What follows belongs to an exercise in optimizing a design on an open flow for small area; a production flow would make more cautious choices. Function was checked by simulation only, so behaviour that the tests miss may differ from the original. Power figures rest on the tool's default switching activity, not on a simulated workload.

==> flow/design.v <==
module ipc_chan (
    input             clk,
    input             rst,
    input             flush,
    input      [2:0]  push_n,      
    input      [1:0]  kind0,
    input             db,
    input      [31:0] val,
    input             pop,
    input             sel,         
    output     [34:0] head,        
    output reg [3:0]  count
);
    localparam CAP = 8;
    reg [2:0] rd_ptr;
    wire [3:0] space  = CAP - count;
    wire [2:0] accept = (push_n > space) ? space[2:0] : push_n;
    wire [2:0] tail   = rd_ptr + count[2:0];
    wire [7:0] t_oh   = 8'd1 << tail;
    wire [3:0] acc_th = {accept >= 3'd4, accept >= 3'd3, accept >= 3'd2, accept >= 3'd1};
    wire [34:0] rd_term [0:CAP-1];
    genvar e;
    generate
        for (e = 0; e < CAP; e = e + 1) begin : g_ent
            reg  [1:0]  kind;
            reg         edb;
            reg  [31:0] v;
            wire k0 = t_oh[e];
            wire k1 = t_oh[(e + 7) % 8];
            wire k2 = t_oh[(e + 6) % 8];
            wire k3 = t_oh[(e + 5) % 8];
            wire we = (k0 && acc_th[0]) || (k1 && acc_th[1]) ||
                      (k2 && acc_th[2]) || (k3 && acc_th[3]);
            always @(posedge clk) begin
                if (we) begin
                    kind <= k0 ? kind0 : k1 ? 2'b10 : 2'b00;
                    edb  <= db;
                    v    <= val;
                end
            end
            wire hsel = sel && (rd_ptr == e[2:0]);
            assign rd_term[e] = {35{hsel}} & {kind, edb, v};
        end
    endgenerate
    assign head = rd_term[0] | rd_term[1] | rd_term[2] | rd_term[3] |
                  rd_term[4] | rd_term[5] | rd_term[6] | rd_term[7];
    always @(posedge clk) begin
        if (rst || flush) begin
            rd_ptr <= 3'd0;
            count  <= 4'd0;
        end else if (pop && count != 0) begin
            rd_ptr <= rd_ptr + 3'd1;
            count  <= count - 4'd1;
        end else begin
            count  <= count + accept;
        end
    end
endmodule
module ipc_doorbell (
    input             clk,
    input             rst,
    input             op_valid,
    input      [31:0] op_td,
    input      [63:0] op_wdata,
    output reg        rd_valid,
    output     [63:0] rd_data,
    output reg        diag_width,
    output reg        diag_range,
    output            host_irq,
    output            dsp_irq_ipc,
    output     [3:0]  dsp_irq_lvl,
    output     [3:0]  h2d_count,
    output     [3:0]  d2h_count,
    output reg        h2d_open,
    output reg        d2h_open
);
    wire [3:0]  port = op_td[31:28];
    wire [3:0]  opc  = op_td[27:24];
    wire [3:0]  f_a  = op_td[23:20];    
    wire [3:0]  f_b  = op_td[19:16];    
    wire [15:0] off  = op_td[15:0];
    wire        is_mmio  = op_valid && (port == 4'd0 || port == 4'd1) &&
                           (opc == 4'd0 || opc == 4'd1);
    wire        side     = port[0];
    wire        blk1     = (f_b == 4'd1);
    wire        has_view = (f_b == 4'd0) || (blk1 && side);
    wire        w4       = (f_a == 4'd4);
    wire        w8       = (f_a == 4'd8);
    wire [3:0]  wi       = off[5:2];
    wire [16:0] off4     = {1'b0, off} + 17'd4;
    wire [3:0]  wi4      = off4[5:2];
    function automatic tagged0(input [3:0] w);
        tagged0 = (w == 4'd0) || (w == 4'd1) || (w == 4'd2) || (w == 4'd4) ||
                  (w == 4'd5) || (w == 4'd6) || (w == 4'd8) || (w == 4'd9);
    endfunction
    wire tag_off  = has_view && (off  < 16'h40) && (blk1 || tagged0(wi));
    wire tag_off4 = has_view && (off4 < 17'h40) && (blk1 || tagged0(wi4));
    wire bad_w  = !(w4 || w8) || (off[1:0] != 2'd0) || (w8 && (tag_off || tag_off4));
    wire bad_r  = !has_view || (off[15:6] != 10'd0) || (w8 && (wi == 4'd15));
    wire acc_ok = is_mmio && !bad_w && !bad_r;
    wire rd_ok  = acc_ok && (opc == 4'd0);
    wire wr_ok  = acc_ok && (opc == 4'd1);
    wire wr0    = wr_ok && !blk1;           
    wire wr1    = wr_ok && blk1;            
    wire [31:0] lo = op_wdata[31:0];
    wire [31:0] hi = op_wdata[63:32];
    wire is_chan   = op_valid && (port == 4'd3);
    wire ch_dsp    = (f_a == 4'd0);    
    wire ch_host   = (f_a == 4'd1);    
    wire deliver   = is_chan && (opc == 4'd0);
    wire close_op  = is_chan && (opc == 4'd1);
    wire open_op   = is_chan && (opc == 4'd2);
    wire is_rst_op = op_valid && (port == 4'd4) && (opc == 4'd0);
    wire rst_h0    = is_rst_op && (f_a == 4'd0) && (f_b == 4'd0);
    wire rst_d0    = is_rst_op && (f_a == 4'd1) && (f_b == 4'd0);
    wire rst_d1    = is_rst_op && (f_a == 4'd1) && (f_b == 4'd1);
    wire is_src    = op_valid && (port == 4'd2) && (opc == 4'd0 || opc == 4'd1);
    wire src_set   = (opc == 4'd0);
    wire        cmd_wr = wr0 && w4 && (wi == 4'd0 || wi == 4'd4);
    wire        csr_wr = wr0 && w4 && (wi == 4'd8);
    wire [2:0]  tx_n   = cmd_wr ? 3'd2 + {2'd0, lo[0]} + {2'd0, lo[1]} :
                         csr_wr ? 3'd1 : 3'd0;
    wire [34:0] h2d_head, d2h_head;
    ipc_chan u_h2d (
        .clk    (clk),
        .rst    (rst),
        .flush  (close_op && ch_dsp),
        .push_n ((!side && h2d_open) ? tx_n : 3'd0),
        .kind0  ({csr_wr, 1'b1}),
        .db     (wi[2]),
        .val    (lo),
        .pop    (deliver && ch_dsp),
        .sel    (ch_dsp),
        .head   (h2d_head),
        .count  (h2d_count)
    );
    ipc_chan u_d2h (
        .clk    (clk),
        .rst    (rst),
        .flush  (close_op && ch_host),
        .push_n ((side && d2h_open) ? tx_n : 3'd0),
        .kind0  ({csr_wr, 1'b1}),
        .db     (wi[2]),
        .val    (lo),
        .pop    (deliver && ch_host),
        .sel    (ch_host),
        .head   (d2h_head),
        .count  (d2h_count)
    );
    always @(posedge clk) begin
        if (rst) begin
            h2d_open <= 1'b1;
            d2h_open <= 1'b1;
        end else begin
            if (close_op && ch_dsp)  h2d_open <= 1'b0;
            if (open_op  && ch_dsp)  h2d_open <= 1'b1;
            if (close_op && ch_host) d2h_open <= 1'b0;
            if (open_op  && ch_host) d2h_open <= 1'b1;
        end
    end
    wire        dlv_side = ch_dsp;
    wire        dlv      = deliver && (ch_dsp ? (h2d_count != 4'd0) :
                                      ch_host ? (d2h_count != 4'd0) : 1'b0);
    wire [34:0] dlv_msg  = h2d_head | d2h_head;
    wire [1:0]  dlv_kind = dlv_msg[34:33];
    wire        dlv_db   = dlv_msg[32];
    wire [31:0] dlv_val  = dlv_msg[31:0];
    wire        dlv_echo = dlv && (dlv_kind != 2'd0);
    wire        dlv_irq  = dlv && (dlv_kind == 2'd0);
    wire [31:0] view [0:31];
    wire zero_any = rst || rst_h0 || rst_d0;
    wire sts_wi   = (wi == 4'd1) || (wi == 4'd5);
    wire [31:0] be = zero_any ? 32'd0 : dlv_echo ? dlv_val :
                     (w8 && wi[0]) ? hi : lo;
    wire [31:0] bo = zero_any ? 32'd0 : dlv_echo ? dlv_val :
                     sts_wi ? 32'd0 : (w8 && !wi[0]) ? hi : lo;
    genvar gs, gi;
    generate
        for (gs = 0; gs < 2; gs = gs + 1) begin : g_side
            wire zero_s = rst || (gs == 0 ? rst_h0 : rst_d0);
            wire own    = wr0 && (side == gs);
            for (gi = 0; gi < 16; gi = gi + 1) begin : g_word
                wire        hit_lo = own && (wi == gi);
                wire        hit_hi = (gi >= 11) && own && w8 && (wi == gi - 1);
                wire        hit_ec = dlv_echo && (dlv_side == gs) && (
                                     (gi == 0 && dlv_kind == 2'd1 && !dlv_db) ||
                                     (gi == 4 && dlv_kind == 2'd1 &&  dlv_db) ||
                                     (gi == 1 && dlv_kind == 2'd2 && !dlv_db) ||
                                     (gi == 5 && dlv_kind == 2'd2 &&  dlv_db) ||
                                     (gi == 8 && dlv_kind == 2'd3));
                if (gi == 1 || gi == 5) begin : g_sts
                    reg  [1:0] w;
                    wire hit_cmd = own && w4 && (wi == gi - 1);
                    wire [1:0] en = {2{zero_s || hit_ec || hit_cmd}} |
                                    ({2{hit_lo}} & lo[1:0]);
                    always @(posedge clk) begin
                        if (en[0]) w[0] <= bo[0];
                        if (en[1]) w[1] <= bo[1];
                    end
                    assign view[gs*16 + gi] = {30'd0, w};
                end else if (gi == 9) begin : g_evt
                    assign view[gs*16 + gi] = 32'd0;
                end else begin : g_plain
                    reg  [31:0] w;
                    wire en = zero_s || hit_lo || hit_hi || hit_ec;
                    always @(posedge clk)
                        if (en) w <= (gi % 2) ? bo : be;
                    assign view[gs*16 + gi] = w;
                end
            end
        end
    endgenerate
    wire [1:0] sts_sel = side ? (wi[2] ? view[21][1:0] : view[17][1:0]) :
                                (wi[2] ? view[5][1:0]  : view[1][1:0]);
    reg  [3:0] pend;
    wire [3:0] cons;    
    assign cons[0] = (view[1][1:0]  & ~view[2][1:0])  != 2'd0;
    assign cons[1] = (view[17][1:0] & ~view[18][1:0]) != 2'd0;
    assign cons[2] = (view[5][1:0]  & ~view[6][1:0])  != 2'd0;
    assign cons[3] = (view[21][1:0] & ~view[22][1:0]) != 2'd0;
    wire mclr  = wr0 && w4 && (wi == 4'd2 || wi == 4'd6) && ((sts_sel & ~lo[1:0]) == 2'd0);
    reg [3:0] pend_n;
    integer db, ps;
    always @* begin
        pend_n = pend;
        for (db = 0; db < 2; db = db + 1) begin
            for (ps = 0; ps < 2; ps = ps + 1) begin
                if (dlv_irq && dlv_side == ps && cons[db*2 + ps])
                    pend_n[db*2 + ps] = 1'b1;
                if (mclr && side == ps && wi[2] == db)
                    pend_n[db*2 + ps] = 1'b0;
                if ((ps == 0 && rst_h0) || (ps == 1 && rst_d0))
                    pend_n[db*2 + ps] = 1'b0;
            end
        end
    end
    always @(posedge clk) begin
        if (rst) pend <= 4'd0;
        else     pend <= pend_n;
    end
    reg [3:0] rawb;    
    always @(posedge clk) begin
        if (rst || rst_d1) begin
            rawb <= 4'd0;
        end else if (is_src) begin
            case (off)
                16'd0: rawb[0] <= src_set;
                16'd1: rawb[1] <= src_set;
                16'd2: rawb[2] <= src_set;
                16'd3: rawb[3] <= src_set;
                default: ;
            endcase
        end
    end
    wire [31:0] raw_w [0:3];
    assign raw_w[0] = {30'd0, rawb[1], rawb[0]};
    assign raw_w[1] = {27'd0, rawb[2], 4'd0};
    assign raw_w[2] = 32'd0;
    assign raw_w[3] = {rawb[3], 31'd0};
    wire [31:0] mask_w [0:3];
    wire        mzero = rst || rst_d1;
    genvar gl;
    generate
        for (gl = 0; gl < 4; gl = gl + 1) begin : g_lvl
            reg  [31:0] m;
            wire mhit = wr1 && (wi[3:2] == gl);
            wire mset = mhit && (wi[1:0] == 2'd1);
            wire mclr_l = mhit && (wi[1:0] == 2'd2);
            wire [31:0] en = {32{mzero}} | ({32{mset || mclr_l}} & lo);
            wire        d  = !mzero && mset;
            integer b;
            always @(posedge clk)
                for (b = 0; b < 32; b = b + 1)
                    if (en[b]) m[b] <= d;
            assign mask_w[gl] = m;
        end
    endgenerate
    assign host_irq       = pend[0] | pend[2];
    assign dsp_irq_ipc    = pend[1] | pend[3];
    assign dsp_irq_lvl[0] = (rawb[0] & ~mask_w[0][0]) | (rawb[1] & ~mask_w[0][1]);
    assign dsp_irq_lvl[1] = rawb[2] & ~mask_w[1][4];
    assign dsp_irq_lvl[2] = 1'b0;
    assign dsp_irq_lvl[3] = rawb[3] & ~mask_w[3][31];
    reg       rq_ipc, rq_irq, rq_hi, rq_side;
    reg [3:0] rq_wi;
    always @(posedge clk) begin
        if (rst) begin
            rd_valid   <= 1'b0;
            diag_width <= 1'b0;
            diag_range <= 1'b0;
            rq_ipc     <= 1'b0;
            rq_irq     <= 1'b0;
            rq_hi      <= 1'b0;
        end else begin
            rd_valid   <= is_mmio && (opc == 4'd0);
            diag_width <= is_mmio && bad_w;
            diag_range <= is_mmio && !bad_w && bad_r;
            rq_ipc     <= rd_ok && !blk1;
            rq_irq     <= rd_ok && blk1;
            rq_hi      <= rd_ok && w8;
        end
        rq_side <= side;
        rq_wi   <= wi;
    end
    wire [2:0] e_idx  = rq_wi[3:1] + {2'd0, rq_wi[0]};
    wire       lo_odd = rq_ipc && rq_wi[0];
    wire       lo_evn = (rq_ipc && !rq_wi[0]) || rq_irq;
    wire       hi_odd = rq_hi && !rq_wi[0];
    wire       hi_evn = rq_hi && rq_wi[0];
    wire       e_on   = rq_ipc || rq_hi;
    reg [31:0] ev, od;
    integer j;
    always @* begin
        ev = 32'd0;
        od = 32'd0;
        for (j = 0; j < 8; j = j + 1) begin
            ev = ev | ({32{e_on && e_idx == j && !rq_side}} & view[2*j]);
            ev = ev | ({32{e_on && e_idx == j &&  rq_side}} & view[16 + 2*j]);
            od = od | ({32{rq_wi[3:1] == j && !rq_side}} & view[2*j + 1]);
            od = od | ({32{rq_wi[3:1] == j &&  rq_side}} & view[16 + 2*j + 1]);
        end
        for (j = 0; j < 4; j = j + 1) begin
            if (rq_irq && rq_wi[3:2] == j) begin
                case (rq_wi[1:0])
                    2'd0:    ev = ev | raw_w[j];
                    2'd3:    ev = ev | (raw_w[j] & ~mask_w[j]);
                    default: ev = ev | mask_w[j];
                endcase
            end
        end
    end
    wire [31:0] lo_acc = ({32{lo_evn}} & ev) | ({32{lo_odd}} & od);
    wire [31:0] hi_acc = ({32{hi_evn}} & ev) | ({32{hi_odd}} & od);
    assign rd_data = {hi_acc, lo_acc};
endmodule
==> flow/run.sh <==
#!/bin/bash
# synth_recipe.tcl (not shown) runs the flow's synth.tcl, then flattens the netlist and writes it again
# the make line also repeats each setting of config.mk as NAME=value (left out here)
make -C /OpenROAD-flow-scripts/flow DESIGN_CONFIG=/design/flow/config.mk WORK_HOME=/design/flow/orfs CLKGATE_MAP_FILE= SYNTH_SCRIPT=/design/flow/synth_recipe.tcl finish
==> flow/config.mk <==
export PLATFORM = sky130hd
export DESIGN_NAME = ipc_doorbell
export DESIGN_NICKNAME = ipc_doorbell
export VERILOG_FILES = /design/flow/design.v
export SDC_FILE = /design/flow/constraint.sdc
export NUM_CORES = 8
export LEC_CHECK = 0
export ABC_AREA = 1
export CAP_MARGIN = 20
export CORE_MARGIN = 2
export CORE_UTILIZATION = 50
export CTS_BUF_LIST = sky130_fd_sc_hd__clkbuf_8
export CTS_CLUSTER_SIZE = 20
export PLACE_DENSITY = 0.6
export SLEW_MARGIN = 20
==> flow/constraint.sdc <==
create_clock -name core_clock -period 10.0 [get_ports {clk}]
set_input_delay 2.0000 -clock core_clock [delete_from_list [all_inputs] [get_ports {clk}]]
set_output_delay 2.0000 -clock core_clock [all_outputs]
set_load 0.01 [all_outputs]
==> metrics.md, run 1 <==
| Metric | Value |
|---|---|
| Outcome | `timing/DRC/antenna clean` |
| Fmax | `124 MHz` |
| WP data required | `8.00 ns` |
| CP max stage delay | `0.60 ns` |
| Peak supply drop | `138 uV` |
| Post-DP HPWL | `126000 um` |
| Crit path max-delay family | `buffers and inverters` |
| Global route overflow | `0` |
| Reg clk slew, reported paths | `0.07 ns` |
| Drt total wl | `200000 um` |
| Gr usage total | `31.3%` |
| Critical Path Fanout Max | `36` |
| Cell Chain, Critical Path | `buf_4 > ha_1 > clkinv_1 > nand3_1 > nor2_1 > nand2_1 > inv_1 > buf_4 > nand2_1 > nand4_1 > a221oi_1 > nand2_1 > a221oi_1 > nand4_1 > a32o_1 > clkdlybuf4s50_1` |
| Cts bufs inserted | `241` |
| Gate Count Post-Synth | `4572` |
| Hold/Removal Path Class | `register to register` |
| Seq/Total Area, Yosys | `74.4%` |
| Mapped Area | `62600 um^2` |
| Clock Latency Late Sink | `0.97 ns` |
| CTS tree | `yes` |
| First-pass GRT wire length | `286000 um` |
| # placed instances | `6306` |
| Endpoints failing setup | `0` |
| CP most frequent cell | `nand2_1` |
| First-iteration detailed-routing DRC count | `5051` |
| P_leak | `0.0249 uW` |
| Routability cong. | `0.886` |
| Avg WL per Cell | `29.7 um` |
| Input/output buffers | `180` |
| Crit path kind | `register to primary output` |
| Max Cap Viol | `0` |
| Detail Route Antenna Nets | `0` |
| # DRC | `0` |
| CP arrival | `6.06 ns` |
| Actual slew at the worst max-slew pin | `1.26 ns` |
| Clock Tree Buf Depth | `3` |
| Share of synthesized registers carrying an async set or reset | `0%` |
| Core Footprint | `124000 um^2` |
| Fin cells | `6745` |
| Share of cells above drive strength 1 | `11.9%` |
| Final Cycle Share | `80.6%` |
| Period minus WS final | `8.06 ns` |
| Clock root cell | `clkbuf_8` |
| Setup crit end kind | `primary output` |
| Final net count | `5055` |
| EDFF count, synth | `1528` |
| Routed via count | `41800` |
| Initial core utilization | `50.5%` |
| Die Wd | `358 um` |
| Routed vias/inst | `6.20` |
| Final Max Tran Viols | `0` |
| Setup_tns | `0 ns` |
| RSZ-0062 raised after global routing | `false` |
| Post-CTS resize count | `0` |
| Yosys warnings | `2` |
| Crit start category | `register` |
| # Post-CTS Setup Buffers | `0` |
| Die outline height | `358 um` |
| Post-synth cell types | `66` |
| Largest net degree at the start of global routing | `101` |
| Initial antenna violation count | `6` |
| Synthesis-to-layout area growth | `14.6%` |
| # fillers | `9953` |
| Detailed Routing Iterations Pass 1 | `6` |
| Rel. slew slack | `15.6%` |
| Clk_skew | `0.0466 ns` |
| Worst path slowest cell | `ha_1` |
| Die area | `128000 um^2` |
| # hold bufs at CTS | `0` |
| Final hold vios | `0` |
| Worst path bufs/invs | `5` |
| Clock sink total | `1563` |
| Power Total | `13100 uW` |
| Rows | `129` |
| Flops & latches, synth | `1563` |
| Average cell area after synthesis | `13.7 um^2` |
| Top FF cell, synth | `edfxtp_1` |
| H-tree Lvls | `4` |
| I/O pin count | `182` |
| Power density over the cells | `183 nW/um^2` |
| Vias in the first global route | `39400` |
| Syn Nets | `4713` |
[power by group]
part	switching, uW	internal (uW)
logic	455	129
registers	83.7	7540
clock network	2480	2440
total	3010	10100
[Yosys cell counts (5+ instances only)]
master     instances  area, um^2
a211oi_1          35         263
a21oi_1          135         676
a221o_1            9        90.1
a221oi_1         188        1650
a22o_1           160        1400
a22oi_1           84         631
a31oi_1            6        37.5
a32o_1            36         360
buf_1              8        30.0
buf_2              8        40.0
buf_4              5        37.5
clkbuf_1         201         754
dfxtp_1           35         701
edfxtp_1        1528       45900
ha_1              38         475
inv_1            252         946
inv_2             17        63.8
nand2_1          830        3120
nand2_2           13        81.3
nand3_1          154         771
nand4_1          114         713
nor2_1           222         833
nor3_1            40         200
nor3_2             6        60.1
nor4_1            10        62.6
o2111ai_1         13         114
o211ai_1          11        82.6
o21ai_0          254        1270
o22ai_1           37         231
o31ai_1           19         143
o41ai_1            7        61.3
or2_2             23         144
xnor2_1            6        52.6
xor2_1             7        61.3
[flip-flops by register name, indices dropped and copies added, names as in the netlist, 3 cells and up]
register                         cells
pend                                 4
u_h2d.count                          4
rq_wi                                4
u_d2h.g_ent.v                      256
g_side.g_word.g_sts.w                8
rawb                                 4
g_lvl.m                            128
u_d2h.count                          4
u_h2d.g_ent.kind                    16
u_d2h.g_ent.kind                    16
u_h2d.rd_ptr                         3
g_side.g_word.genblk1.g_plain.w    832
u_h2d.g_ent.edb                      8
u_d2h.g_ent.edb                      8
u_h2d.g_ent.v                      256
u_d2h.rd_ptr                         3
[worst paths after layout]
check	startpoint	end	slack, ns	depth (start not counted)
worst min register to register	d2h_open	d2h_open	0.53	2
worst max register to register	u_d2h.rd_ptr[1]	g_side[1].g_word[3].genblk1.g_plain.w[8]	4.75	12
worst min-delay path	d2h_open	d2h_open	0.53	2
worst max-delay path	rq_wi[0]	rd_data[0]	1.94	16
[final cells by class]
cell class              count  area, um^2  share of cell area [%]
clock buffers             251        3450                    4.81
repair buffers            324        2980                    4.16
inverters                 273        1020                    1.43
multi-input cells        2511       14700                    20.5
flip-flops and latches   1563       46600                    64.9
clock inverters           180         916                    1.28
diodes                      6        15.0                  0.0209
well taps                1637        2050                    2.85
[worst register-to-register path, cell delays in order (launching register included)]
cell and delay (ns):
dfxtp_1 0.41, inv_1 0.11, ha_1 0.20, nand3_1 0.58, inv_1 0.60, nand2_1 0.18, nand4_1 0.11, nor4_2 0.63
nand2_2 0.18, nand2_2 0.14, buf_4 0.48, o31ai_1 0.25, nor2_1 0.99
[cells by family after synthesis]
kind of cell | synth area share, %
adder cells (fa/ha/maj) | 0.887
buffers and inverters | 3.07
XOR/XNOR | 0.182
flip-flops | 74.4
AO/OA/AOI/OAI | 11.5
other | 0.00599
AND/OR/NAND/NOR | 9.97
[layer usage]
metal | global-route usage, % | part of all wire (%) | up-vias
met4 | 9.97 | 2.9 | 4
met3 | 5.99 | 9.8 | 309
li1 | - | - | 18100
met1 | 44.5 | 41 | 21100
met5 | 0 | 0.011 | -
met2 | 49.0 | 46 | 2281
[per-stage QoR]
step / hold slack, ns / util (%) / instance area [um^2] / setup WS, ns
2_1_floorplan: 0.445 / - / 62600 / 3.39
3_3_place_gp: 0.517 / 54.2 / 67100 / 1.52
3_5_place_dp: 0.518 / 54.3 / 67300 / 1.70
4_1_cts: 0.534 / 57.8 / 71700 / 2.03
5_1_grt: 0.572 / 57.9 / 71800 / 1.86
6_report: 0.529 / 57.9 / 71800 / 1.94
[cells in the final DEF (no fill, tap or decap), drive strengths merged, types with 2 or more instances in the layout]
cell type and n:
buf 145, a32o 36, nand2 843, nand4 116
diode 6, clkdlybuf4s50 179, nor2 228, a2111o 4
bufinv 5, nand3b 5, fa 4, o21ai 258
nor4 13, nor3 47, a31oi 6, a211oi 36
a21oi 136, a221oi 188, xor2 7, ha 38
edfxtp 1528, a221o 9, o211ai 11, xnor2 6
o31ai 20, a22oi 85, clkbuf 251, dfxtp 35
o21bai 2, o41ai 7, a2111oi 2, o22ai 37
inv 370, o2111ai 13, nand3 158, o221ai 2
or2 25, a22o 160, clkinv 77
==> inputs of run 2 (changes only) <==
==> flow/flow/run.sh (new file) <==
#!/bin/bash
# Own layout flow: the standard synthesis, then the combinational logic is
# mapped again with an area-oriented ABC script (registers untouched), checked
# for equivalence, and laid out with the standard flow.
# Each tool's full output goes to a log file of its own in this folder.
set -euo pipefail
W=$(pwd)
F=$W/flow
Y=$FLOW_HOME/../tools/install/yosys/bin
LIB=$FLOW_HOME/platforms/sky130hd/lib/sky130_fd_sc_hd__tt_025C_1v80.lib
R=$W/orfs/results/sky130hd/ipc_doorbell/base

# 1. Standard synthesis (unchanged).
bash standard.sh synth > $W/synth_standard.log 2>&1
cp $R/1_2_yosys.v $W/synth_standard.v

# 2. Remap the combinational logic; flip-flop instances stay as they are.
python3 $F/libfunc.py $LIB $W/dont_use.txt > $W/cells.v
cat > $W/remap.ys <<EOY
read_verilog $W/cells.v
read_verilog $W/synth_standard.v
hierarchy -top $FLOW_TOP
flatten
rename -hide w:*.*
read_liberty -lib -overwrite $LIB
techmap
opt -fast
setundef -zero
abc -D 10000 -liberty $LIB $(cat $W/dont_use.txt) -script $F/remap.abc
opt_clean -purge
hilomap -singleton -hicell sky130_fd_sc_hd__conb_1 HI -locell sky130_fd_sc_hd__conb_1 LO
insbuf -buf sky130_fd_sc_hd__buf_4 A X
splitnets
opt_clean -purge
check -assert -mapped
tee -o $W/remap_stat.txt stat -liberty $LIB
write_verilog -noattr -nohex -nodec $W/synth_remap.v
EOY
use_remap=0
if $Y/yosys -s $W/remap.ys > $W/remap.log 2>&1; then
  # 3. Combinational equivalence, with every flip-flop cut into ports.
  python3 $F/cut.py $W/synth_standard.v $W/cec_gold.v
  python3 $F/cut.py $W/synth_remap.v $W/cec_gate.v
  for x in gold gate; do
    $Y/yosys -p "read_verilog $W/cells.v; read_verilog $W/cec_$x.v; hierarchy -top $FLOW_TOP; flatten; techmap; opt -fast; aigmap; write_aiger -zinit $W/cec_$x.aig" > $W/cec_$x.log 2>&1
  done
  $Y/yosys-abc -c "cec $W/cec_gold.aig $W/cec_gate.aig" > $W/cec.log 2>&1 || true
  if grep -q "Networks are equivalent" $W/cec.log && ! grep -q "lpflow\|probe" $W/synth_remap.v; then
    use_remap=1
  fi
fi
if [[ $use_remap == 1 ]]; then
  echo "using the remapped netlist" > $W/remap_used.txt
  cp $W/synth_remap.v $R/1_2_yosys.v
else
  echo "remap failed or not equivalent: standard netlist kept" > $W/remap_used.txt
fi

# 4. Layout: the standard flow from the netlist on.
bash standard.sh finish > $W/layout.log 2>&1
==> flow/flow/cut.py (new file) <==
#!/usr/bin/env python3
"""Turn every flip-flop instance of a flat ORFS netlist into ports: Q becomes an input
<inst>__Q, every other pin but CLK an output <inst>__<pin>. Usage: cut.py in.v out.v"""
import re, sys
s = open(sys.argv[1]).read()
m = re.search(r'module\s+(\w+)\s*\((.*?)\);', s, re.S)
newports, decls, assigns = [], [], []
def san(n): return re.sub(r'[^A-Za-z0-9_]', '_', n)
def repl(mm):
    cell, inst, body = mm.group(1), mm.group(2), mm.group(3)
    pins = dict(re.findall(r'\.(\w+)\s*\(\s*([^()]*?)\s*\)', body))
    base = 'ff_' + san(inst)
    for p, net in pins.items():
        if p == 'CLK': continue
        if p in ('Q', 'Q_N'):
            newports.append(f'{base}__{p}'); decls.append(f'  input {base}__{p};')
            assigns.append(f'  assign {net} = {base}__{p} ;')
        else:
            newports.append(f'{base}__{p}'); decls.append(f'  output {base}__{p};')
            assigns.append(f'  assign {base}__{p} = {net} ;')
    return ''
s = re.sub(r'(sky130_fd_sc_hd__(?:e?dfx\w+|df\w+))\s+(\\\S+|\w+)\s*\((.*?)\);', repl, s, flags=re.S)
newports.sort(); decls.sort()
head = s[:m.end()]
head = head[:-2] + ', ' + ', '.join(newports) + ');'
s = head + '\n' + '\n'.join(decls) + s[m.end():]
s = s.replace('endmodule', '\n'.join(assigns) + '\nendmodule', 1)
open(sys.argv[2], 'w').write(s)
==> flow/flow/libfunc.py (new file) <==
#!/usr/bin/env python3
"""Write Verilog models of a liberty's combinational cells (functions as assigns) and
blackbox stubs of every other cell; with DONTUSE, also write there the yosys abc -dont_use
arguments for the low-power and probe cells, which the platform marks don't-use.
Usage: libfunc.py LIB [DONTUSE] > cells.v"""
import re, sys
t = open(sys.argv[1]).read()

def cells(text):
    i = 0
    for m in re.finditer(r'\n\s*cell\s*\(\s*"?([\w]+)"?\s*\)\s*\{', text):
        start = m.end()
        depth = 1; j = start
        while depth:
            c = text[j]
            if c == '{': depth += 1
            elif c == '}': depth -= 1
            j += 1
        yield m.group(1), text[start:j-1]

def pins(body):
    out = []
    for m in re.finditer(r'\bpin\s*\(\s*"?(\w+)"?\s*\)\s*\{', body):
        start = m.end(); depth = 1; j = start
        while depth:
            c = body[j]
            if c == '{': depth += 1
            elif c == '}': depth -= 1
            j += 1
        pb = body[start:j-1]
        d = re.search(r'direction\s*:\s*"?(\w+)"?', pb)
        f = re.search(r'\bfunction\s*:\s*"([^"]*)"', pb)
        out.append((m.group(1), d.group(1) if d else None, f.group(1) if f else None))
    return out

def conv(f):
    f = f.strip()
    # postfix ' -> prefix !
    while "'" in f:
        f = re.sub(r"(\w+|\([^()]*\))'", r"(!\1)", f, count=1)
    f = f.replace('*', '&').replace('+', '|')
    # implicit AND (space between operands)
    f = re.sub(r'(\w|\))\s+(?=[\w!(])', r'\1 & ', f)
    return f

dont = []
for name, body in cells(t):
    if 'lpflow' in name or 'probe' in name: dont.append(name)
    ps = []
    for p in pins(body):
        if p[0] not in [q[0] for q in ps]: ps.append(p)
    ins = [p for p in ps if p[1] == 'input']
    outs = [p for p in ps if p[1] == 'output']
    seq = re.search(r'\b(ff|latch|statetable)\s*\(', body) is not None or 'three_state' in body or 'test_cell' in body
    comb = outs and not seq and all(o[2] for o in outs)
    ports = [p[0] for p in ins] + [p[0] for p in outs]
    print(f"(* blackbox *)" if not comb else "", end="")
    print(f"module {name}({', '.join(ports)});")
    for p in ins: print(f"  input {p[0]};")
    for p in outs: print(f"  output {p[0]};")
    for p in ps:
        if p[1] == 'inout': pass
    if comb:
        for o in outs: print(f"  assign {o[0]} = {conv(o[2])};")
    print("endmodule")

if len(sys.argv) > 2:
    open(sys.argv[2], 'w').write(' '.join('-dont_use ' + n for n in dont) + '\n')
==> flow/flow/remap.abc (new file) <==
strash
dc2
resub -K 8
refactor -z
rewrite -z
dc2
dch -f
amap -m -F 5
topo
==> flow/standard.sh (new file) <==
#!/bin/bash
# synth_recipe.tcl (not shown) runs the flow's synth.tcl, then flattens the netlist and writes it again
# the make line also repeats each setting of config.mk as NAME=value (left out here)
make -C /OpenROAD-flow-scripts/flow DESIGN_CONFIG=/design/flow/config.mk WORK_HOME=/design/flow/orfs CLKGATE_MAP_FILE= SYNTH_SCRIPT=/design/flow/synth_recipe.tcl "${@:-finish}"
--- a/flow/config.mk
+++ b/flow/config.mk
@@ -11,4 +11,5 @@
 export CORE_UTILIZATION = 50
-export CTS_BUF_LIST = sky130_fd_sc_hd__clkbuf_8
-export CTS_CLUSTER_SIZE = 20
+export CTS_BUF_LIST = sky130_fd_sc_hd__clkbuf_16
+export CTS_CLUSTER_DIAMETER = 80
+export CTS_CLUSTER_SIZE = 24
 export PLACE_DENSITY = 0.6
removed: flow/run.sh
==> run 2 against run 1 <==
Compared with the run above:
- still clean
- core utilization fell by 0.57 points
- synthesized area fell by 6.2%
- flip-flop and latch count did not move
- largest power group unchanged
- highest routed layer unchanged
==> metrics.md, run 2 <==
| Metric | Value |
|---|---|
| Clock sink total | `1563` |
| Syn Nets | `3558` |
| Clock Tree Buf Depth | `3` |
| Commonest non-fill, non-tap cells in the layout | `edfxtp_1, a222oi_1, o21ai_0, clkdlybuf4s50_1, clkinv_1` |
| Initial antenna violation count | `6` |
| WP data required | `10.39 ns` |
| Final net count | `3969` |
| Top flop regs | `g_side.g_word.genblk1.g_plain.w (832), u_d2h.g_ent.v (256), u_h2d.g_ent.v (256)` |
| Rel. slew slack | `11.1%` |
| Max Cap Viol | `0` |
| Routability cong. | `0.986` |
| Clock root cell | `clkbuf_16` |
| Drt total wl | `201000 um` |
| Detailed Routing Iterations Pass 1 | `9` |
| P_leak | `0.0205 uW` |
| Critical R2R Launch | `u_d2h.rd_ptr[2]` |
| Input/output buffers | `180` |
| Largest register FFs | `832` |
| Die Wd | `347 um` |
| Crit start category | `input pin` |
| Ant diodes | `0` |
| Top reg by flops | `g_side.g_word.genblk1.g_plain.w` |
| Rows | `125` |
| Final Max Tran Viols | `0` |
| Hold path depth | `1` |
| First-pass GRT wire length | `279000 um` |
| Reg2reg setup slack | `4.22 ns` |
| Gr usage total | `32.9%` |
| Place WS | `0.0620 ns` |
| Detail Route Antenna Nets | `0` |
| Leading cell type in the layout, fill and taps excluded | `edfxtp_1` |
| Average cell area after synthesis | `17.0 um^2` |
| Final worst setup slack | `0.641 ns` |
| Critical Path Fanout Max | `25` |
| Mapped Area | `58700 um^2` |
| Actual slew at the worst max-slew pin | `1.32 ns` |
| Endpoints failing setup | `0` |
| Core Footprint | `116000 um^2` |
| Post-CTS resize count | `0` |
| # hold bufs at CTS | `0` |
| Worst path slowest cell | `clkdlybuf4s50_1` |
| Synthesis-to-layout area growth | `13.6%` |
| I/O pin count | `182` |
| Global route overflow | `0` |
| Setup_tns | `0 ns` |
| First-iteration detailed-routing DRC count | `6955` |
| Die area | `120000 um^2` |
| Hold Startpoint | `pend[3]` |
| Yosys warnings | `2` |
| CP max stage delay | `0.63 ns` |
| FF-to-FF End | `g_side[0].g_word[14].genblk1.g_plain.w[30]` |
| Period minus WS final | `9.36 ns` |
| Power density over the cells | `176 nW/um^2` |
| CTS tree | `yes` |
| Initial core utilization | `50.5%` |
| Worst Hold Endpoint | `pend[3]` |
| Crit path kind | `input pin to register` |
| Routed via count | `38600` |
| RSZ-0062 raised after global routing | `false` |
| Vias in the first global route | `36200` |
| Outcome | `timing/DRC/antenna clean` |
| Peak supply drop | `123 uV` |
| Hold/Removal Path Class | `register to register` |
| Final hold vios | `0` |
| # DRC | `0` |
| Post-DP HPWL | `121000 um` |
| Avg WL per Cell | `37.0 um` |
| Routed vias/inst | `7.12` |
| Clock Latency Late Sink | `0.71 ns` |
| H-tree Lvls | `3` |
| Reg clk slew, reported paths | `0.09 ns` |
| Final Cycle Share | `93.6%` |
| Cts bufs inserted | `78` |
| Gate Count Post-Synth | `3459` |
| CP most frequent cell | `nor2_1` |
| CP arrival | `9.75 ns` |
| Largest net degree at the start of global routing | `71` |
| R2R cell count | `14` |
| Die outline height | `347 um` |
| Fmax | `107 MHz` |
| Share of cells above drive strength 1 | `9.07%` |
| # Post-CTS Setup Buffers | `0` |
| Clk_skew | `0.0411 ns` |
| Setup crit end kind | `register` |
-- run 2: worst max-delay path, delay by kind of cell --
kind	cells	cell delay [ns]
buf+inv	6	2.05
compound gates	13	2.38
simple gates	12	3.25
-- run 2: how the worst max path moves through the flow --
stage | from | endpoint | slack, ns
3_5_place_dp | op_td[2] | u_h2d.g_ent[1].v[15] | 0.06
3_3_place_gp | op_td[2] | u_h2d.g_ent[1].v[15] | 0.13
6_report | op_td[2] | u_h2d.g_ent[1].v[25] | 0.64
2_1_floorplan | op_td[20] | g_side[1].g_word[0].genblk1.g_plain.w[0] | 0.65
5_1_grt | op_td[2] | u_h2d.g_ent[1].v[25] | 0.13
4_1_cts | op_td[2] | u_h2d.g_ent[1].v[25] | 0.78
-- run 2: through the flow --
| step | power [uW] | utilization, % | cell area [um^2] | hold slack, ns | instances |
|---|---|---|---|---|---|
| finish | 11700 | 57.3 | 66700 | 0.535 | 5418 |
| global placement | 8280 | 55.4 | 64400 | 0.507 | 5314 |
| CTS | 11700 | 57.3 | 66700 | 0.533 | 5418 |
| detailed placement | 8290 | 55.4 | 64400 | 0.515 | 5314 |
| floorplan | 7960 | - | 58700 | 0.460 | 3459 |
| global route | 12000 | 57.3 | 66700 | 0.554 | 5418 |
-- run 2: per-layer routing --
metal	share of wire, %	global-route usage (%)
met1	38	46.6
met2	46	50.9
met3	12	6.20
met4	4.3	12.4
met5	0.096	1.04
-- run 2: cell type report --
class | count | area [um^2]
Sequential cell | 1563 | 46600
Multi-Input combinational cell | 1717 | 12300
Clock inverter | 23 | 239
Tap cell | 1524 | 1910
Clock buffer | 81 | 2030
Timing Repair Buffer | 332 | 2940
Fill cell | 8990 | 49700
Inverter | 178 | 668
-- run 2: power by group --
part           internal [uW]  total, uW  switching (uW)  leakage (uW)
Sequential              7530       7620            88.1        0.0146
Clock                   1540       3580            2040       0.00113
Combinational            126        540             414       0.00475
Total                   9190      11700            2540        0.0205
==> inputs of run 3 (changes only) <==
--- a/flow/flow/run.sh
+++ b/flow/flow/run.sh
@@ -59,2 +59,5 @@
 # 4. Layout: the standard flow from the netlist on.
-bash standard.sh finish > $W/layout.log 2>&1
+bash standard.sh \
+  "BUFFER_PORTS_ARGS=-buffer_cell sky130_fd_sc_hd__buf_1" \
+  "CTS_ARGS=-sink_clustering_enable -repair_clock_nets -sink_clustering_size 24 -sink_clustering_max_diameter 80 -buf_list sky130_fd_sc_hd__clkbuf_16 -dont_use_dummy_load" \
+  finish > $W/layout.log 2>&1
==> run 3 against run 2 <==
Compared with the run above:
- still clean on timing, DRC and antenna
- sequential share of layout area up 1.6 points
- fmax rose by 0.65%
- global-route usage rose by 0.41 points
- synthesized cell count is the same
- non-clock buffer count decreased by 8
- synthesized area did not move
- critical path depth stayed put
- clock-buffer cell count down 5
- hold slack worse by 0.021 ns
- total power is 2.3% lower
- worst setup slack better by 0.061 ns
- die area did not move
- critical endpoint is now u_h2d.g_ent[4].v[16]
- largest power group unchanged
- highest routed layer unchanged
==> metrics.md, run 3 <==
| Metric | Value |
|---|---|
| Clk_skew | `0.0653 ns` |
| Final Max Tran Viols | `0` |
| Period minus WS final | `9.30 ns` |
| Average cell area after synthesis | `17.0 um^2` |
| Fmax | `108 MHz` |
| Clock root cell | `clkbuf_16` |
| Top flop regs | `g_side.g_word.genblk1.g_plain.w (832), u_d2h.g_ent.v (256), u_h2d.g_ent.v (256)` |
| Detailed Routing Iterations Pass 1 | `9` |
| Power density over the cells | `176 nW/um^2` |
| Routed via count | `38700` |
| Routability cong. | `0.956` |
| Cts bufs inserted | `76` |
| Mapped Area | `58700 um^2` |
| Reg2reg setup slack | `4.43 ns` |
| Clock Tree Buf Depth | `3` |
| Synthesis-to-layout area growth | `11.0%` |
| Outcome | `timing/DRC/antenna clean` |
| # fillers | `9219` |
| Clock sink total | `1563` |
| Crit path kind | `input pin to register` |
| Final worst setup slack | `0.701 ns` |
| Power Total | `11500 uW` |
| Input/output buffers | `180` |
| Final Cycle Share | `93.0%` |
| Clock Latency Late Sink | `0.71 ns` |
| Die Wd | `347 um` |
| Global route overflow | `0` |
| # hold bufs at CTS | `0` |
| Initial antenna violation count | `8` |
| Peak supply drop | `119 uV` |
| CP arrival | `9.70 ns` |
| Crit start category | `input pin` |
| Post-DP HPWL | `118000 um` |
| Max Cap Viol | `0` |
| Rel. slew slack | `18.3%` |
| First-pass GRT wire length | `282000 um` |
| Gr usage total | `33.3%` |
| H-tree Lvls | `3` |
| Fin cells | `5382` |
| Leading cell type in the layout, fill and taps excluded | `edfxtp_1` |
| # placed instances | `5306` |
| Die area | `120000 um^2` |
| Actual slew at the worst max-slew pin | `1.22 ns` |
| Min Hold Slack | `0.514 ns` |
| Vias in the first global route | `36200` |
| CTS tree | `yes` |
| WP data required | `10.41 ns` |
| # DRC | `0` |
| Core Footprint | `116000 um^2` |
| Avg WL per Cell | `37.6 um` |
| Share of cells above drive strength 1 | `8.58%` |
| Routed vias/inst | `7.18` |
| Syn Nets | `3558` |
| Reg clk slew, reported paths | `0.08 ns` |
| Worst path slowest cell | `nor2_1` |
| Die outline height | `347 um` |
| Detail Route Antenna Nets | `0` |
| P_leak | `0.0198 uW` |
| I/O pin count | `182` |
| Final net count | `3959` |
| Rows | `125` |
| Top reg by flops | `g_side.g_word.genblk1.g_plain.w` |
| Final hold vios | `0` |
| Setup_tns | `0 ns` |
| RSZ-0062 raised after global routing | `false` |
| Yosys warnings | `2` |
| Post-CTS resize count | `0` |
| Place WS | `0.247 ns` |
| Ant diodes | `0` |
| Hold/Removal Path Class | `register to register` |
| Critical Path Fanout Max | `18` |
| Setup crit end kind | `register` |
| First-iteration detailed-routing DRC count | `7219` |
| Commonest non-fill, non-tap cells in the layout | `edfxtp_1, a222oi_1, o21ai_0, buf_1, clkinv_1` |
| Endpoints failing setup | `0` |
| CP max stage delay | `0.57 ns` |
| Gate Count Post-Synth | `3459` |
| Drt total wl | `202000 um` |
| Largest register FFs | `832` |
| # Post-CTS Setup Buffers | `0` |
| Initial core utilization | `50.5%` |
| Largest net degree at the start of global routing | `73` |
run 3: cell type report:
type	count	area (um^2)	share of cell area (%)
Sequential cell	1563	46600	71.5
Multi-Input combinational cell	1717	12400	19.0
Timing Repair Buffer	324	1760	2.70
Tap cell	1524	1910	2.93
Inverter	178	668	1.02
Clock buffer	76	1900	2.92
run 3: final timing paths:
kind              startpoint                                         to  cells past startpoint
min          u_d2h.rd_ptr[2]                            u_d2h.rd_ptr[2]                      1
max                 op_td[5]                       u_h2d.g_ent[4].v[16]                     31
min reg2reg  u_d2h.rd_ptr[2]                            u_d2h.rd_ptr[2]                      1
max reg2reg  u_h2d.rd_ptr[2]  g_side[0].g_word[12].genblk1.g_plain.w[6]                     13
run 3: stage by stage:
| stage | cell area, um^2 | util [%] |
|---|---|---|
| 6_report | 65200 | 56.0 |
| 5_1_grt | 65200 | 56.0 |
| 4_1_cts | 65200 | 56.0 |
| 3_5_place_dp | 63300 | 54.4 |
| 3_3_place_gp | 63300 | 54.4 |
| 2_1_floorplan | 58700 | - |
run 3: power breakdown:
| part | internal (uW) | switching (uW) | leakage, uW |
|---|---|---|---|
| logic | 100 | 423 | 0.00427 |
| clock network | 1360 | 1950 | 0.000937 |
| registers | 7530 | 87.9 | 0.0146 |
run 3: layer usage:
layer | vias to the layer above | wire, um | track usage [%]
met5 | - | 92 | 0
met4 | 14 | 10000 | 14.0
met3 | 396 | 26600 | 8.19
met2 | 2929 | 90100 | 50.2
met1 | 19700 | 75600 | 46.5
li1 | 15700 | - | -
run 3: critical path, delay by kind of cell:
family	cells	cell delay (ns)
and+or+nand+nor	12	3.47
AOI/OAI and AO/OA	13	2.47
buffers and inverters	6	1.73
==> inputs of run 4 (changes only) <==
--- a/flow/flow/run.sh
+++ b/flow/flow/run.sh
@@ -61,3 +61,3 @@
   "BUFFER_PORTS_ARGS=-buffer_cell sky130_fd_sc_hd__buf_1" \
-  "CTS_ARGS=-sink_clustering_enable -repair_clock_nets -sink_clustering_size 24 -sink_clustering_max_diameter 80 -buf_list sky130_fd_sc_hd__clkbuf_16 -dont_use_dummy_load" \
+  "CTS_ARGS=-sink_clustering_enable -repair_clock_nets -sink_clustering_size 28 -sink_clustering_max_diameter 70 -buf_list sky130_fd_sc_hd__clkbuf_16 -dont_use_dummy_load" \
   finish > $W/layout.log 2>&1
--- a/flow/config.mk
+++ b/flow/config.mk
@@ -8,3 +8,3 @@
 export ABC_AREA = 1
-export CAP_MARGIN = 20
+export CAP_MARGIN = 0
 export CORE_MARGIN = 2
@@ -12,5 +12,5 @@
 export CTS_BUF_LIST = sky130_fd_sc_hd__clkbuf_16
-export CTS_CLUSTER_DIAMETER = 80
-export CTS_CLUSTER_SIZE = 24
+export CTS_CLUSTER_DIAMETER = 70
+export CTS_CLUSTER_SIZE = 28
 export PLACE_DENSITY = 0.6
-export SLEW_MARGIN = 20
+export SLEW_MARGIN = 0
==> run 4 against run 3 <==
Compared with the run above:
- fmax grew 2.2%
- core utilization grew 0.076 points
- cell count grew 0.11%
- still clean on timing, DRC and antenna
- global-route usage shrank 0.072 points
==> metrics.md, run 4 <==
| Metric | Value |
|---|---|
| Clock sink total | `1563` |
| Commonest non-fill, non-tap cells in the layout | `edfxtp_1, a222oi_1, o21ai_0, buf_1, clkinv_1` |
| Crit path max-delay family | `simple AND/OR/NAND/NOR gates` |
| # Post-CTS Setup Buffers | `0` |
| # hold bufs at CTS | `0` |
| Rows | `125` |
| Clock Latency Late Sink | `0.72 ns` |
| Share of cells above drive strength 1 | `8.62%` |
| Setup crit end kind | `register` |
| CP max stage delay | `0.50 ns` |
| Rel. slew slack | `10.3%` |
| Fmax | `110 MHz` |
| Worst path slowest cell | `nor2_1` |
| Top routing layer in use | `met5` |
| Post-Place Cell Area | `63300 um^2` |
| Mapped Area | `58700 um^2` |
| Max Cap Viol | `0` |
| Hold/Removal Path Class | `register to register` |
| R2R cell count | `13` |
| Critical R2R Launch | `u_d2h.rd_ptr[2]` |
| Leading cell type in the layout, fill and taps excluded | `edfxtp_1` |
| First-iteration detailed-routing DRC count | `7279` |
| CP most frequent cell | `o21ai_0` |
| Largest register FFs | `832` |
| Core Footprint | `116000 um^2` |
| I/O pin count | `182` |
| Die area | `120000 um^2` |
| Met2 Wirelength | `90000 um` |
| Crit path kind | `input pin to register` |
| Power density over the cells | `176 nW/um^2` |
| Clock root cell | `clkbuf_16` |
| Reg clk slew, reported paths | `0.07 ns` |
| WP data required | `10.40 ns` |
| Detailed Routing Iterations Pass 1 | `8` |
| Met1 WL | `75900 um` |
| Fin area | `65300 um^2` |
| Met3 WL | `26000 um` |
| Min Hold Slack | `0.515 ns` |
| Routability cong. | `0.956` |
| Reg2reg setup slack | `4.51 ns` |
| FF-to-FF End | `g_side[0].g_word[6].genblk1.g_plain.w[6]` |
| Crit. path cell count | `31` |
| Clk_skew | `0.125 ns` |
| Die Wd | `347 um` |
| Critical Path Fanout Max | `18` |
| Largest net degree at the start of global routing | `73` |
| Drt total wl | `202000 um` |
| Gate Count Post-Synth | `3459` |
| Routed vias/inst | `7.15` |
| Crit start category | `input pin` |
| Final hold vios | `0` |
| Gr usage total | `33.2%` |
| First-pass GRT wire length | `282000 um` |
| Hold Startpoint | `u_d2h.rd_ptr[2]` |
| Peak supply drop | `198 uV` |
| Top flop regs | `g_side.g_word.genblk1.g_plain.w (832), u_d2h.g_ent.v (256), u_h2d.g_ent.v (256)` |
| Final Max Tran Viols | `0` |
| Period minus WS final | `9.10 ns` |
| Endpoints failing setup | `0` |
| Routed via count | `38500` |
| Final net count | `3963` |
| Average cell area after synthesis | `17.0 um^2` |
| P_leak | `0.0199 uW` |
| Worst Hold Endpoint | `u_d2h.rd_ptr[2]` |
| Cts bufs inserted | `80` |
| Detail Route Antenna Nets | `0` |
| Actual slew at the worst max-slew pin | `1.35 ns` |
| Input/output buffers | `180` |
| Outcome | `timing/DRC/antenna clean` |
| CTS tree | `yes` |
| Die outline height | `347 um` |
| CP arrival | `9.50 ns` |
| Power Total | `11500 uW` |
| Top reg by flops | `g_side.g_word.genblk1.g_plain.w` |
| Post-CTS resize count | `0` |
| Initial core utilization | `50.5%` |
| Synthesis-to-layout area growth | `11.1%` |
| Vias in the first global route | `36100` |
| Avg WL per Cell | `37.4 um` |
| Syn Nets | `3558` |
| Post-DP HPWL | `118000 um` |
| Global route overflow | `0` |
| Worst path bufs/invs | `6` |
| Setup_tns | `0 ns` |
| Yosys warnings | `2` |
| RSZ-0062 raised after global routing | `false` |
| Final Cycle Share | `91.0%` |
| Initial antenna violation count | `8` |
| H-tree Lvls | `3` |
| Final worst setup slack | `0.899 ns` |
| Clock Tree Buf Depth | `3` |
| Hold path depth | `1` |
| Place WS | `0.247 ns` |
| # DRC | `0` |
## run 4: cell types whose count changed in the layout (fill, tap and decap cells not counted), sizes merged
cell and delta:
buf +1, clkbuf +3, diode +2
## run 4: layout make-up
class | instances | area (um^2)
tap | 1524 | 1910
fill | 9214 | 51100
clock buffer | 80 | 2000
inverter | 178 | 668
timing repair buffer | 324 | 1760
multi-input combinational | 1717 | 12400
antenna | 2 | 5.00
sequential | 1563 | 46600
## run 4: how the worst max path moves through the flow
stage	start	endpoint	slack, ns
CTS	op_td[5]	u_h2d.g_ent[4].v[19]	0.94
global route	op_td[5]	u_h2d.g_ent[4].v[19]	0.18
floorplan	op_td[20]	g_side[1].g_word[0].genblk1.g_plain.w[0]	0.65
detailed placement	op_td[5]	u_h2d.g_ent[4].v[10]	0.25
finish	op_td[5]	u_h2d.g_ent[4].v[19]	0.90
global placement	op_td[5]	u_h2d.g_ent[4].v[10]	0.49
## run 4: worst register-to-register path, stage by stage, from the launching register on
cell and delay (ns):
dfxtp_1 0.41, clkinv_1 0.10, nand2_1 0.19, nor3_2 0.06
buf_4 0.30, a222oi_1 0.48, nand3_1 0.13, nor4_1 0.77
clkinv_1 0.40, o22ai_2 0.28, buf_4 0.44, nor2_1 0.17
a41oi_1 0.92, o21a_1 0.58
## run 4: stage by stage
step | utilization, % | instances
floorplan | - | 3459
global placement | 54.4 | 5306
detailed placement | 54.4 | 5306
CTS | 56.1 | 5386
global route | 56.1 | 5386
finish | 56.1 | 5388
## run 4: report_power, final
part / internal (uW) / switching [uW] / leakage [uW]
sequential: 7530 / 87.6 / 0.0146
clock: 1430 / 1950 / 0.000986
combinational: 100 / 422 / 0.00427
total: 9060 / 2460 / 0.0199
## run 4: per-layer routing
metal / global-route usage [%] / up-vias
li1: - / 15700
met1: 46.6 / 19600
met2: 50.1 / 2851
met3: 7.79 / 373
met4: 13.9 / 10
met5: 0 / -
==> inputs of run 5 (changes only) <==
--- a/flow/design.v
+++ b/flow/design.v
@@ -4,3 +4,3 @@
     input             flush,
-    input      [2:0]  push_n,      
+    input      [3:0]  offer,       
     input      [1:0]  kind0,
@@ -15,7 +15,6 @@
     reg [2:0] rd_ptr;
-    wire [3:0] space  = CAP - count;
-    wire [2:0] accept = (push_n > space) ? space[2:0] : push_n;
+    wire [3:0] acc_th = offer & {count < 4'd5, count < 4'd6, count < 4'd7, count < 4'd8};
+    wire [2:0] accept = {2'd0, acc_th[0]} + {2'd0, acc_th[1]} + {2'd0, acc_th[2]} + {2'd0, acc_th[3]};
     wire [2:0] tail   = rd_ptr + count[2:0];
     wire [7:0] t_oh   = 8'd1 << tail;
-    wire [3:0] acc_th = {accept >= 3'd4, accept >= 3'd3, accept >= 3'd2, accept >= 3'd1};
     wire [34:0] rd_term [0:CAP-1];
@@ -89,12 +88,6 @@
     wire [3:0]  wi       = off[5:2];
-    wire [16:0] off4     = {1'b0, off} + 17'd4;
-    wire [3:0]  wi4      = off4[5:2];
-    function automatic tagged0(input [3:0] w);
-        tagged0 = (w == 4'd0) || (w == 4'd1) || (w == 4'd2) || (w == 4'd4) ||
-                  (w == 4'd5) || (w == 4'd6) || (w == 4'd8) || (w == 4'd9);
-    endfunction
-    wire tag_off  = has_view && (off  < 16'h40) && (blk1 || tagged0(wi));
-    wire tag_off4 = has_view && (off4 < 17'h40) && (blk1 || tagged0(wi4));
-    wire bad_w  = !(w4 || w8) || (off[1:0] != 2'd0) || (w8 && (tag_off || tag_off4));
-    wire bad_r  = !has_view || (off[15:6] != 10'd0) || (w8 && (wi == 4'd15));
+    wire        hi_zero  = (off[15:6] == 10'd0);    
+    wire bad_w  = !(w4 || w8) || (off[1:0] != 2'd0) ||
+                  (w8 && has_view && hi_zero && (blk1 || wi <= 4'd9));
+    wire bad_r  = !has_view || !hi_zero || (w8 && (wi == 4'd15));
     wire acc_ok = is_mmio && !bad_w && !bad_r;
@@ -120,4 +113,4 @@
     wire        csr_wr = wr0 && w4 && (wi == 4'd8);
-    wire [2:0]  tx_n   = cmd_wr ? 3'd2 + {2'd0, lo[0]} + {2'd0, lo[1]} :
-                         csr_wr ? 3'd1 : 3'd0;
+    wire [3:0]  tx_th  = {cmd_wr && lo[0] && lo[1], cmd_wr && (lo[0] || lo[1]),
+                          cmd_wr, cmd_wr || csr_wr};
     wire [34:0] h2d_head, d2h_head;
@@ -127,3 +120,3 @@
         .flush  (close_op && ch_dsp),
-        .push_n ((!side && h2d_open) ? tx_n : 3'd0),
+        .offer  ((!side && h2d_open) ? tx_th : 4'd0),
         .kind0  ({csr_wr, 1'b1}),
@@ -132,3 +125,3 @@
         .pop    (deliver && ch_dsp),
-        .sel    (ch_dsp),
+        .sel    (deliver && ch_dsp && !rst),
         .head   (h2d_head),
@@ -140,3 +133,3 @@
         .flush  (close_op && ch_host),
-        .push_n ((side && d2h_open) ? tx_n : 3'd0),
+        .offer  ((side && d2h_open) ? tx_th : 4'd0),
         .kind0  ({csr_wr, 1'b1}),
@@ -145,3 +138,3 @@
         .pop    (deliver && ch_host),
-        .sel    (ch_host),
+        .sel    (deliver && ch_host && !rst),
         .head   (d2h_head),
@@ -172,6 +165,5 @@
     wire sts_wi   = (wi == 4'd1) || (wi == 4'd5);
-    wire [31:0] be = zero_any ? 32'd0 : dlv_echo ? dlv_val :
-                     (w8 && wi[0]) ? hi : lo;
-    wire [31:0] bo = zero_any ? 32'd0 : dlv_echo ? dlv_val :
-                     sts_wi ? 32'd0 : (w8 && !wi[0]) ? hi : lo;
+    wire        use_w = !zero_any && !deliver;
+    wire [31:0] be = dlv_val | ({32{use_w}} & ((w8 && wi[0]) ? hi : lo));
+    wire [31:0] bo = dlv_val | ({32{use_w && !sts_wi}} & ((w8 && !wi[0]) ? hi : lo));
     genvar gs, gi;
--- a/flow/flow/run.sh
+++ b/flow/flow/run.sh
@@ -61,3 +61,3 @@
   "BUFFER_PORTS_ARGS=-buffer_cell sky130_fd_sc_hd__buf_1" \
-  "CTS_ARGS=-sink_clustering_enable -repair_clock_nets -sink_clustering_size 28 -sink_clustering_max_diameter 70 -buf_list sky130_fd_sc_hd__clkbuf_16 -dont_use_dummy_load" \
+  "CTS_ARGS=-sink_clustering_enable -repair_clock_nets -sink_clustering_size 24 -sink_clustering_max_diameter 80 -buf_list sky130_fd_sc_hd__clkbuf_16 -dont_use_dummy_load" \
   finish > $W/layout.log 2>&1
--- a/flow/config.mk
+++ b/flow/config.mk
@@ -8,3 +8,3 @@
 export ABC_AREA = 1
-export CAP_MARGIN = 0
+export CAP_MARGIN = 20
 export CORE_MARGIN = 2
@@ -12,5 +12,6 @@
 export CTS_BUF_LIST = sky130_fd_sc_hd__clkbuf_16
-export CTS_CLUSTER_DIAMETER = 70
-export CTS_CLUSTER_SIZE = 28
+export CTS_CLUSTER_DIAMETER = 80
+export CTS_CLUSTER_SIZE = 24
+export GPL_TIMING_DRIVEN = 0
 export PLACE_DENSITY = 0.6
-export SLEW_MARGIN = 0
+export SLEW_MARGIN = 20
==> run 5 against run 4 <==
Compared with the run above:
- cell area up 5.7%
- sequential share of layout area fell by 3.9 points
- total power decreased by 0.34%
- clock-buffer cell count is 5 lower
- global-route usage fell by 0.12 points
- clock power is 3% lower
- clock skew decreased by 0.078 ns
- critical path depth shrank 19
==> metrics.md, run 5 <==
| Metric | Value |
|---|---|
| Outcome | `timing/DRC/antenna clean` |
| P_leak | `0.0217 uW` |
| Vias in the first global route | `36800` |
| Multi-input gate area | `12100 um^2` |
| Die area | `119000 um^2` |
| Clock Latency Late Sink | `0.69 ns` |
| Input/output buffers | `180` |
| Worst path slowest cell | `nor2_4` |
| Die Wd | `345 um` |
| Util after Layout | `59.6%` |
| CTS tree | `yes` |
| Average cell area after synthesis | `17.2 um^2` |
| CP max stage delay | `0.71 ns` |
| Crit start category | `register` |
| Crit path kind | `register to primary output` |
| Initial core utilization | `50.3%` |
| Routability cong. | `0.902` |
| Syn Nets | `3478` |
| Drt total wl | `200000 um` |
| Clk_skew | `0.0466 ns` |
| Avg WL per Cell | `36.4 um` |
| H-tree Lvls | `3` |
| Gate power share | `5.0%` |
| RSZ-0062 raised after global routing | `false` |
| Setup crit start | `rq_wi[1]` |
| Rows | `125` |
| Endpoints failing setup | `0` |
| # Post-CTS Setup Buffers | `0` |
| CP most frequent cell | `clkinv_1` |
| Cell internal pwr | `9040 uW` |
| Critical Path Fanout Max | `14` |
| Core Footprint | `116000 um^2` |
| Final hold vios | `0` |
| Period minus WS final | `8.01 ns` |
| Routed vias/inst | `7.11` |
| First-pass GRT wire length | `280000 um` |
| I/O pin count | `182` |
| Sequential Power Share | `66.4%` |
| Setup_tns | `0 ns` |
| # placed instances | `5399` |
| Final Max Tran Viols | `0` |
| Yosys warnings | `2` |
| Hold path depth | `2` |
| Die outline height | `345 um` |
| Commonest non-fill, non-tap cells in the layout | `edfxtp_1, a222oi_1, nand2_1, o21ai_0, buf_1` |
| Min Hold Slack | `0.520 ns` |
| Clock sink total | `1563` |
| Final Cycle Share | `80.1%` |
| # fillers | `8495` |
| Clock root cell | `clkbuf_16` |
| Initial antenna violation count | `12` |
| Peak supply drop | `116 uV` |
| R2R cell count | `12` |
| Actual slew at the worst max-slew pin | `1.28 ns` |
| Crit. path cell count | `12` |
| Clock power share | `28.6%` |
| Largest net degree at the start of global routing | `129` |
| Post-DP HPWL | `141000 um` |
| Share of cells above drive strength 1 | `14.0%` |
| Hold Startpoint | `rawb[2]` |
| Mapped Area | `58200 um^2` |
| Critical R2R Launch | `u_h2d.rd_ptr[2]` |
| Fmax | `125 MHz` |
| Top flop regs | `g_side.g_word.genblk1.g_plain.w (832), u_d2h.g_ent.v (256), u_h2d.g_ent.v (256)` |
| # DRC | `0` |
| Gr usage total | `33.1%` |
| Worst path bufs/invs | `4` |
| Reg area | `46600 um^2` |
| Fin cells | `5480` |
| Routed via count | `38900` |
| Detail Route Antenna Nets | `0` |
| Crit path max-delay family | `simple AND/OR/NAND/NOR gates` |
| Reg clk slew, reported paths | `0.10 ns` |
| Final net count | `4055` |
| CP arrival | `6.01 ns` |
| Power density over the cells | `166 nW/um^2` |
| Cts bufs inserted | `75` |
| WP data required | `8.00 ns` |
| First-iteration detailed-routing DRC count | `7816` |
| Top reg by flops | `g_side.g_word.genblk1.g_plain.w` |
| Synthesis-to-layout area growth | `18.6%` |
| Detailed Routing Iterations Pass 1 | `10` |
| Global route overflow | `0` |
| P_sw | `2440 uW` |
| Setup crit end kind | `primary output` |
| Post-CTS resize count | `0` |
| Cell Chain, Critical Path | `clkinv_1 > nor2_1 > clkinv_1 > o21ai_1 > clkinv_1 > or3_1 > nor2_4 > a221oi_1 > nand4_1 > and4b_1 > o22ai_1 > buf_1` |
| Final worst setup slack | `1.99 ns` |
| # hold bufs at CTS | `0` |
| Clock Tree Buf Depth | `3` |
| Sw Share | `21.3%` |
| Largest register FFs | `832` |
| Place WS | `1.72 ns` |
| Leading cell type in the layout, fill and taps excluded | `edfxtp_1` |
| Hold/Removal Path Class | `register to register` |
| Max Cap Viol | `0` |
| Rel. slew slack | `14.1%` |
| Gate Count Post-Synth | `3379` |
==> run 5: metal layers <==
| metal | wire length (um) | track usage, % | part of all wire, % |
|---|---|---|---|
| met2 | 88500 | 50.0 | 44 |
| met4 | 10300 | 13.9 | 5.2 |
| met1 | 74500 | 46.7 | 37 |
| met3 | 26400 | 7.39 | 13 |
| met5 | 91 | 0 | 0.046 |
==> run 5: power by group through the flow <==
stage	Sequential, uW	Combinational [uW]	Clock, uW
after floorplan	7750	189	0
after global placement	7790	431	0
after detailed placement	7770	557	0
after CTS	7620	558	3290
after global routing	7650	590	3490
final	7620	574	3290
==> run 5: path summary, 6_finish.rpt <==
| path | slack [ns] | endpoint |
|---|---|---|
| min | 0.52 | rawb[2] |
| max | 1.99 | rd_data[43] |
| max reg2reg | 5.68 | g_side[1].g_word[4].genblk1.g_plain.w[13] |
| min reg2reg | 0.52 | rawb[2] |
==> run 5: worst reg2reg max path, delay by kind of cell, from the launching register on <==
| kind | cells | cell delay [ns] |
|---|---|---|
| simple gates | 4 | 0.95 |
| compound gates | 3 | 1.77 |
| flops | 1 | 0.37 |
| buf+inv | 5 | 0.95 |
==> run 5: metrics by stage <==
stage          power (uW)  area [um^2]
2_1_floorplan        7940        58200
3_3_place_gp         8220        60800
3_5_place_dp         8320        67000
4_1_cts             11500        68900
5_1_grt             11700        69000
6_report            11500        69000
==> run 5: area by class of cell <==
class                           count  share of cell area [%]
Antenna cell                        2                 0.00725
Buffer                              1                  0.0109
Clock buffer                       75                    2.72
Inverter                          152                   0.839
Multi-Input combinational cell   1663                    17.6
Sequential cell                  1563                    67.5
Tap cell                         1524                    2.76
Timing Repair Buffer              500                    8.56
==> inputs of run 6 (changes only) <==
--- a/flow/flow/run.sh
+++ b/flow/flow/run.sh
@@ -61,2 +61,3 @@
   "BUFFER_PORTS_ARGS=-buffer_cell sky130_fd_sc_hd__buf_1" \
+  "RECOVER_POWER=100" \
   "CTS_ARGS=-sink_clustering_enable -repair_clock_nets -sink_clustering_size 24 -sink_clustering_max_diameter 80 -buf_list sky130_fd_sc_hd__clkbuf_16 -dont_use_dummy_load" \
--- a/flow/config.mk
+++ b/flow/config.mk
@@ -14,3 +14,2 @@
 export CTS_CLUSTER_SIZE = 24
-export GPL_TIMING_DRIVEN = 0
 export PLACE_DENSITY = 0.6
==> run 6 against run 5 <==
Compared with the run above:
- total power decreased by 0.42%
- highest routed layer unchanged
- worst setup slack worse by 0.83 ns
- the layout now fails its checks (max-capacitance violations, max-slew violations)
- hold slack got worse by 0.015 ns
- via count fell by 3.6%
- combinational power down 15%
- synthesized area unchanged
- fmax decreased by 9.4%
- synthesized cell count is the same
- first-iteration DRC count decreased by 7.3%
==> metrics.md, run 6 <==
| Metric | Value |
|---|---|
| Initial antenna violation count | `7` |
| Yosys warnings | `2` |
| H-tree Lvls | `3` |
| Peak supply drop | `146 uV` |
| Cts bufs inserted | `77` |
| Core Footprint | `116000 um^2` |
| Die Wd | `345 um` |
| Fmax | `113 MHz` |
| Gate power share | `4.3%` |
| Outcome | `complete, but fails checks` |
| First-iteration detailed-routing DRC count | `7249` |
| Hold/Removal Path Class | `register to register` |
| Average cell area after synthesis | `17.2 um^2` |
| # Post-CTS Setup Buffers | `0` |
| Top reg by flops | `g_side.g_word.genblk1.g_plain.w` |
| Final worst setup slack | `1.15 ns` |
| Input/output buffers | `180` |
| Post-DP HPWL | `116000 um` |
| Clock sink total | `1563` |
| Clk_skew | `0.0683 ns` |
| Mapped Area | `58200 um^2` |
| Synthesis-to-layout area growth | `10.7%` |
| # placed instances | `5271` |
| Die outline height | `345 um` |
| Drt total wl | `194000 um` |
| Reg clk slew, reported paths | `0.09 ns` |
| SO Faults | `max-capacitance violations, max-slew violations` |
| Commonest non-fill, non-tap cells in the layout | `edfxtp_1, a222oi_1, o21ai_0, nand2_1, buf_1` |
| Endpoints failing setup | `0` |
| Largest net degree at the start of global routing | `129` |
| Final net count | `3928` |
| Setup crit end kind | `register` |
| CTS tree | `yes` |
| P_leak | `0.0196 uW` |
| Rel. slew slack | `-121%` |
| Period minus WS final | `8.85 ns` |
| Max Cap Viol | `60` |
| Detailed Routing Iterations Pass 1 | `9` |
| Final Max Tran Viols | `1395` |
| CP max stage delay | `1.88 ns` |
| Sequential Power Share | `66.7%` |
| Actual slew at the worst max-slew pin | `3.31 ns` |
| Place WS | `2.55 ns` |
| Final Cycle Share | `88.5%` |
| P_sw | `2420 uW` |
| WP data required | `10.33 ns` |
| Worst path slowest cell | `clkbuf_1` |
| First-pass GRT wire length | `270000 um` |
| Hold path depth | `2` |
| RSZ-0062 raised after global routing | `false` |
| # hold bufs at CTS | `0` |
| Share of cells above drive strength 1 | `6.35%` |
| R2R cell count | `8` |
| Cell internal pwr | `9010 uW` |
| Crit start category | `input pin` |
| Avg WL per Cell | `36.2 um` |
| Clock power share | `29.0%` |
| Setup_tns | `0 ns` |
| Largest register FFs | `832` |
| Final hold vios | `0` |
| Die area | `119000 um^2` |
| Syn Nets | `3478` |
| Crit path kind | `input pin to register` |
| # DRC | `0` |
| Detail Route Antenna Nets | `0` |
| Gate Count Post-Synth | `3379` |
| Initial core utilization | `50.3%` |
| Routability cong. | `0.928` |
| Cell Chain, Critical Path | `buf_1 > clkbuf_1 > nand4_1 > nor2_1 > nand4_1 > nor3_1 > clkbuf_1 > a22o_1 > nor4_1 > nand3_1 > nand3_1 > o21ai_0 > buf_4` |
| Global route overflow | `0` |
| # fillers | `9186` |
## run 6: power by group through the flow
| stage | clock (uW) | sequential (uW) | combinational, uW |
|---|---|---|---|
| floorplan | 0 | 7750 | 189 |
| finish | 3310 | 7630 | 488 |
| global placement | 0 | 7750 | 490 |
| detailed placement | 0 | 7770 | 496 |
| global route | 3530 | 7660 | 506 |
| CTS | 3320 | 7620 | 497 |
## run 6: layout make-up
cell class              instances  area [um^2]  area share (%)
well taps                    1524         1910            2.96
flip-flops and latches       1563        46600            72.3
inverters                     152          571           0.886
diodes                          4         10.0          0.0155
repair buffers                372         1740            2.70
clock buffers                  77         1930            2.99
multi-input cells            1663        11700            18.1
## run 6: per-layer routing
metal	GRT usage [%]	share of wire (%)	up-vias
met4	9.47	3.3	2
met5	0	0.0052	-
met3	7.99	13	265
li1	-	-	15500
met1	46.1	39	19100
met2	48.1	45	2736
## run 6: final timing paths
path                        start                                        end  slack, ns
setup / recovery        op_td[28]  g_side[1].g_word[0].genblk1.g_plain.w[16]       1.15
hold / removal            rawb[1]                                    rawb[1]       0.50
setup reg to reg  u_h2d.rd_ptr[2]  g_side[1].g_word[4].genblk1.g_plain.w[30]       3.49
hold reg to reg           rawb[1]                                    rawb[1]       0.50
## run 6: per-stage QoR
step	instance area [um^2]	power, uW	hold WS, ns	utilization, %
6_report	64400	11400	0.504	55.7
3_5_place_dp	63100	8260	0.492	54.5
4_1_cts	65000	11400	0.501	56.2
2_1_floorplan	58200	7940	0.474	-
3_3_place_gp	63100	8240	0.483	54.5
5_1_grt	64400	11700	0.538	55.6
## run 6: critical path: cells and delay by family
| family | cells | cell delay (ns) |
|---|---|---|
| compound gates | 2 | 1.90 |
| buf+inv | 4 | 3.31 |
| simple gates | 7 | 1.89 |
